This design comes from an exercise in tuning for small area, a short achievable clock period and few clock cycles on the open sky130 flow, not from production work.
Only simulation tests tie the RTL to the original design; equivalence was not proved.
The clock port is modelled as an ideal driver; clocking choices that lean on that would not hold on a real chip.
Power and IR drop assume default switching activity.

Setup of run 1:
==> flow/design.v (excerpt) <==
module tce (
  input  wire        clk,
  input  wire        rst,
  input  wire [4:0]  bus_addr,
  input  wire        bus_wr,
  input  wire        bus_rd,
  input  wire [31:0] bus_wdata,
  output reg  [31:0] bus_rdata,
  output wire        busy
);
For scale: roughly 4900 cells after synthesis, ~440 flip-flops, about 0.037 mm2 of cells after synthesis.
export LEC_CHECK = 0
export ABC_AREA = 1
export CAP_MARGIN = 20
export CORE_MARGIN = 2
export CORE_UTILIZATION = 40
export SLEW_MARGIN = 20
create_clock -name core_clock -period 32.0 [get_ports {clk}]
run.sh (not shown) runs the stock make flow with config.mk's settings and CLKGATE_MAP_FILE= SYNTH_SCRIPT=/design/flow/synth_recipe.tcl, a recipe that flattens the netlist after the stock synthesis.
Run 1: all stages complete, timing, DRC and antenna checks passed
Testbench counts of run 1, summed over its fixed seeds: cycles 171,953.
Modified inputs, run 2 compared to run 1
==> flow/flow/run.sh (new file) <==
#!/bin/bash
# Standard ORFS layout, tuned for a short achieved clock period:
#  - after CTS the delay cells ORFS puts on the ports are replaced by plain
#    buffers and setup is repaired against a ~15.5 ns target (flow/tune.tcl);
#  - the global-route stage's repair_timing then aims at a setup slack of
#    16.5 ns against the 32 ns clock, using global-route parasitics.
# Each tool's output goes to its own log in this folder.
set -euo pipefail
bash standard.sh cts > std_to_cts.log 2>&1
export RESULTS="$PWD/orfs/results/${FLOW_PLATFORM}/tce/base"
openroad -no_init -exit flow/tune.tcl > tune.log 2>&1
SETUP_SLACK_MARGIN=16.5 bash standard.sh > std_finish.log 2>&1
test -f out/final.def
==> flow/flow/tune.tcl (new file) <==
# Post-CTS timing tune: replace the delay cells ORFS puts on the ports with
# plain buffers, then repair setup with a margin, then legalise.
set plat $::env(FLOW_HOME)/platforms/$::env(FLOW_PLATFORM)
read_liberty $plat/lib/sky130_fd_sc_hd__tt_025C_1v80.lib
read_db $::env(RESULTS)/4_cts.odb
read_sdc $::env(RESULTS)/4_cts.sdc
source $plat/setRC.tcl
set_dont_use [list sky130_fd_sc_hd__probe_p_8 sky130_fd_sc_hd__probec_p_8 \
  sky130_fd_sc_hd__lpflow_* sky130_fd_sc_hd__clkdlybuf4s*]
estimate_parasitics -placement
report_worst_slack
report_design_area
set n 0
foreach inst [get_cells -filter "ref_name =~ sky130_fd_sc_hd__clkdlybuf4s*"] {
  set nm [get_full_name $inst]
  if {[string match input* $nm] || [string match output* $nm]} {
    replace_cell $inst sky130_fd_sc_hd__buf_2
    incr n
  }
}
puts "port buffers replaced: $n"
estimate_parasitics -placement
repair_design -slew_margin 20 -cap_margin 20
repair_timing -setup -setup_margin 16.5 -skip_pin_swap
detailed_placement
check_placement
estimate_parasitics -placement
report_worst_slack
report_design_area
write_db $::env(RESULTS)/4_cts.odb
==> flow/standard.sh (new file) <==
#!/bin/bash
# synth_recipe.tcl (not shown) runs the flow's synth.tcl, then flattens the netlist and writes it again
# the make line also repeats each setting of config.mk as NAME=value (left out here)
make -C /OpenROAD-flow-scripts/flow DESIGN_CONFIG=/design/flow/config.mk WORK_HOME=/design/flow/orfs CLKGATE_MAP_FILE= SYNTH_SCRIPT=/design/flow/synth_recipe.tcl "${@:-finish}"
diff --git a/flow/config.mk b/flow/config.mk
--- a/flow/config.mk
+++ b/flow/config.mk
@@ -9,4 +9,4 @@
 export CAP_MARGIN = 20
 export CORE_MARGIN = 2
-export CORE_UTILIZATION = 40
+export CORE_UTILIZATION = 55
 export SLEW_MARGIN = 20
removed: flow/run.sh
## What came out
Every stage of the flow completed for run 2, and the final layout passed the timing, design-rule and antenna checks. In run 2 relative to run 1, fmax had gone up by more than 10%. The run showing the smaller critical path depth is run 1. Routed wire in run 2 totals less than in run 1. Across both runs, met2 usage was higher for run 2 than for run 1. Run 2 ends up with a total inserted antenna cells that is 5 higher than in run 1. Run 2 gives less final cell area excluding filler cells than run 1 did. Run 2 vs run 1: met1 usage up in run 2. Run 2 gives more average detailed-routed wire length per instance than run 1 did. The synthesized net count of run 1 and that of run 2 are within noise of each other. Count of non-CTS buffers in the layout (run 2 vs. run 1) increases by a few percent.
diff inputs: run 2 => run 3
==> flow/flow/run.sh <==
#!/bin/bash
# Standard ORFS layout, with one extra step after CTS: the port buffers are
# resized and the resizer repairs setup against a tighter target, so the
# achieved clock period is short. Each tool's output goes to its own log.
set -euo pipefail
bash standard.sh cts > std_to_cts.log 2>&1
export RESULTS="$PWD/orfs/results/${FLOW_PLATFORM}/tce/base"
openroad -no_init -exit flow/tune.tcl > tune.log 2>&1
bash standard.sh > std_finish.log 2>&1
test -f out/final.def
diff --git a/flow/flow/tune.tcl b/flow/flow/tune.tcl
--- a/flow/flow/tune.tcl
+++ b/flow/flow/tune.tcl
@@ -22,5 +22,5 @@
 estimate_parasitics -placement
 repair_design -slew_margin 20 -cap_margin 20
-repair_timing -setup -setup_margin 16.5 -skip_pin_swap
+repair_timing -setup -setup_margin 18 -skip_pin_swap
 detailed_placement
 check_placement
diff --git a/flow/config.mk b/flow/config.mk
--- a/flow/config.mk
+++ b/flow/config.mk
@@ -9,4 +9,4 @@
 export CAP_MARGIN = 20
 export CORE_MARGIN = 2
-export CORE_UTILIZATION = 55
+export CORE_UTILIZATION = 65
 export SLEW_MARGIN = 20
[summary]
Between run 2 and run 3, the sequential power does not differ in any meaningful way. Of the two values seen for endpoint of the worst setup timing path, bus_rdata[21] was produced by run 2 and bus_rdata[23] by run 3. Changes observed in run 3 relative to run 2: clock buffer instance count of the final layout dropped 8, post-route minimum period saw a decrease, sequential share of layout area lower, clock transition time at the flip-flop clock pins of the worst setup and hold paths saw little to no change. Between run 2 and run 3, biggest fanout along the worst timing path decreased. Compared with run 2, in run 3 die area now sits lower; wire length of the first global-routing pass now sits higher.
## Diff of input files: run 4 against run 3
==> flow/flow/run.sh <==
#!/bin/bash
# Standard ORFS layout, tuned for a short achieved clock period:
#  - after CTS the delay cells ORFS puts on the ports are replaced by plain
#    buffers and setup is repaired against a ~14 ns target (flow/tune.tcl);
#  - the global-route stage's repair_timing then aims at a setup slack of
#    17.5 ns against the 32 ns clock, using global-route parasitics.
# Each tool's output goes to its own log in this folder.
set -euo pipefail
bash standard.sh cts > std_to_cts.log 2>&1
export RESULTS="$PWD/orfs/results/${FLOW_PLATFORM}/tce/base"
openroad -no_init -exit flow/tune.tcl > tune.log 2>&1
SETUP_SLACK_MARGIN=17.5 bash standard.sh > std_finish.log 2>&1
test -f out/final.def
diff --git a/flow/config.mk b/flow/config.mk
--- a/flow/config.mk
+++ b/flow/config.mk
@@ -9,4 +9,4 @@
 export CAP_MARGIN = 20
 export CORE_MARGIN = 2
-export CORE_UTILIZATION = 65
+export CORE_UTILIZATION = 55
 export SLEW_MARGIN = 20
[summary]
Run 3 has a higher sum of internal, switching and leakage power than run 4.
Compared with run 3, run 4 shows a routed wire length that is 770 um lower.
Run 3 reports its destination of the critical timing path as bus_rdata[23] while run 4 reports bus_rdata[0].
The die area in run 4 sits 0.011 mm2 above the value recorded for run 3.
The worst ir drop on vdd reported for run 4 is smaller than that of run 3 by about 24%.
Input-level comparison between run 5 and run 4:
==> flow/run.sh (new file) <==
#!/bin/bash
# synth_recipe.tcl (not shown) runs the flow's synth.tcl, then flattens the netlist and writes it again
# the make line also repeats each setting of config.mk as NAME=value (left out here)
make -C /OpenROAD-flow-scripts/flow DESIGN_CONFIG=/design/flow/config.mk WORK_HOME=/design/flow/orfs CLKGATE_MAP_FILE= SYNTH_SCRIPT=/design/flow/synth_recipe.tcl finish
diff --git a/flow/config.mk b/flow/config.mk
--- a/flow/config.mk
+++ b/flow/config.mk
@@ -9,4 +9,4 @@
 export CAP_MARGIN = 20
 export CORE_MARGIN = 2
-export CORE_UTILIZATION = 55
+export CORE_UTILIZATION = 65
 export SLEW_MARGIN = 20
removed: flow/flow/run.sh
removed: flow/flow/tune.tcl
removed: flow/standard.sh
==> comparison <==
- Going from run 4 to run 5, final worst slack lost 2.64 ns; maximum frequency lost 10 MHz; number of clock sinks neither gained nor lost much; share of total power in sequential cells lost 0.2 points.
- Re non-clock buffer count: run 5 is 123 down on run 4.
- Summary of run 5 over run 4: area of the die went down 15%; area occupied by multi-input gates fell by 5.8%.
- In terms of worst hold slack, run 4 and run 5 differ only marginally.


Starting RTL as in the previous note.
## tce
module tce (
  input  wire        clk,
  input  wire        rst,
  input  wire [4:0]  bus_addr,
  input  wire        bus_wr,
  input  wire        bus_rd,
  input  wire [31:0] bus_wdata,
  output reg  [31:0] bus_rdata,
  output wire        busy
);
clock: 32.0 ns
lec_check: 0
abc_area: 1
cap_margin: 20
core_margin: 2
core_utilization: 55
slew_margin: 20
standard.sh (not shown) runs the stock make flow with config.mk's settings and CLKGATE_MAP_FILE= SYNTH_SCRIPT=/design/flow/synth_recipe.tcl, a recipe that flattens the netlist after the stock synthesis.
==> flow/flow/run.sh <==
#!/bin/bash
# Standard ORFS layout, tuned for a short achieved clock period:
#  - every repair_timing in the standard stages (CTS, global route) aims at a
#    setup slack of 17.5 ns against the 32 ns clock, i.e. a ~14.5 ns period;
#  - after CTS the delay cells ORFS puts on the ports are replaced by plain
#    buffers and setup is repaired again (flow/tune.tcl).
# Each tool's output goes to its own log in this folder.
set -euo pipefail
export SETUP_SLACK_MARGIN=17.5
bash standard.sh cts > std_to_cts.log 2>&1
export RESULTS="$PWD/orfs/results/${FLOW_PLATFORM}/tce/base"
openroad -no_init -exit flow/tune.tcl > tune.log 2>&1
bash standard.sh > std_finish.log 2>&1
test -f out/final.def
==> flow/flow/tune.tcl <==
# Post-CTS timing tune: replace the delay cells ORFS puts on the ports with
# plain buffers, then repair setup with a margin, then legalise.
set plat $::env(FLOW_HOME)/platforms/$::env(FLOW_PLATFORM)
read_liberty $plat/lib/sky130_fd_sc_hd__tt_025C_1v80.lib
read_db $::env(RESULTS)/4_cts.odb
read_sdc $::env(RESULTS)/4_cts.sdc
source $plat/setRC.tcl
set_dont_use [list sky130_fd_sc_hd__probe_p_8 sky130_fd_sc_hd__probec_p_8 \
  sky130_fd_sc_hd__lpflow_* sky130_fd_sc_hd__clkdlybuf4s*]
estimate_parasitics -placement
report_worst_slack
report_design_area
set n 0
foreach inst [get_cells -filter "ref_name =~ sky130_fd_sc_hd__clkdlybuf4s*"] {
  set nm [get_full_name $inst]
  if {[string match input* $nm] || [string match output* $nm]} {
    replace_cell $inst sky130_fd_sc_hd__buf_2
    incr n
  }
}
puts "port buffers replaced: $n"
estimate_parasitics -placement
repair_design -slew_margin 20 -cap_margin 20
repair_timing -setup -setup_margin 17.5 -skip_pin_swap
detailed_placement
check_placement
estimate_parasitics -placement
report_worst_slack
report_design_area
write_db $::env(RESULTS)/4_cts.odb
Testbench counts at the start, summed over its fixed seeds: cycles 171,953.
Then changed:
==> flow/flow/run.sh (replaced) <==
#!/bin/bash
# Standard ORFS layout, tuned for a short achieved clock period:
#  - after CTS the delay cells ORFS puts on the ports are replaced by plain
#    buffers and setup is repaired against a ~15 ns target (flow/tune.tcl);
#  - the global-route stage's repair_timing then aims at a setup slack of
#    17 ns against the 32 ns clock, using global-route parasitics.
# Each tool's output goes to its own log in this folder.
set -euo pipefail
bash standard.sh cts > std_to_cts.log 2>&1
export RESULTS="$PWD/orfs/results/${FLOW_PLATFORM}/tce/base"
openroad -no_init -exit flow/tune.tcl > tune.log 2>&1
SETUP_SLACK_MARGIN=17 bash standard.sh > std_finish.log 2>&1
test -f out/final.def
--- a/flow/flow/tune.tcl
+++ b/flow/flow/tune.tcl
@@ -22,5 +22,5 @@
 estimate_parasitics -placement
 repair_design -slew_margin 20 -cap_margin 20
-repair_timing -setup -setup_margin 17.5 -skip_pin_swap
+repair_timing -setup -setup_margin 17 -skip_pin_swap
 detailed_placement
 check_placement
- CTS_BUF_LIST: unset -> sky130_fd_sc_hd__clkbuf_4 sky130_fd_sc_hd__clkbuf_8
- CTS_CLUSTER_SIZE: unset -> 20
Effect: The new run finished clean. Design area decreases by about 5%. Register-to-register slack loses 360 ps. Final cell count decreases by 0.89%. Setup slack loses 91 ps.
Then changed:
- CTS_BUF_LIST: sky130_fd_sc_hd__clkbuf_4 sky130_fd_sc_hd__clkbuf_8 -> unset
- CTS_CLUSTER_SIZE: 20 -> unset
Outcome: Cell area drops by about 0.43%. Final cell count fell by about 1%. Sequential share of layout area came out higher by 0.13 points. Sequential cell count stays the same. Global-route usage shrinks by 0.34 points. Setup slack is worse by 98 ps. Die area is unchanged. Sequential power stays flat. Worst hold slack is about the same. Wire length shrinks by about 0.7%. Synthesized cell count is unchanged.

[what the ideal ports hide]
How much do the figures lean on ideal ports? The routed layouts below were timed once more, with nothing changed but the port constraints. Step 1: set_driving_cell puts a clkbuf_16 on clk and a buf_2 on each other input, an assumption about the parent block. Step 2 times the ports against the registers' clock, not the clock port: input delays grow and output delays shrink by t, the midpoint of the rising clock arrivals with the driver on. a / b / c = ideal / step 1 / step 2; a / b = the first two.
run	t (ns)	slack for setup (ns)	worst setup path at the end	clock arrival spread, ns	cell pins on the clock port's net
run 1	0.659	14.496 / 14.462 / 14.462	input to output	0.043 / 0.043	1
run 2	0.680	16.466 / 16.351 / 16.351	input to output	0.023 / 0.023	1
run 3	0.697	16.805 / 16.745 / 16.745	input to output	0.021 / 0.022	1
run 4	0.685	17.171 / 17.054 / 17.054	input to output	0.026 / 0.026	1
run 5	0.695	14.534 / 14.491 / 14.491	input to output	0.024 / 0.024	1
the first run of note 2	0.701	17.041 / 16.920 / 16.920	input to output	0.029 / 0.029	1
the second run of note 2	0.756	16.950 / 16.871 / 16.871	input to output	0.036 / 0.036	1
the third run of note 2	0.674	16.852 / 16.820 / 16.820	input to output	0.020 / 0.020	1
After both steps every run listed still meets setup and hold. For the first run of note 2, which loses most, drivers alone change the setup slack by -0.121 ns; drivers and shift together by -0.121 ns.
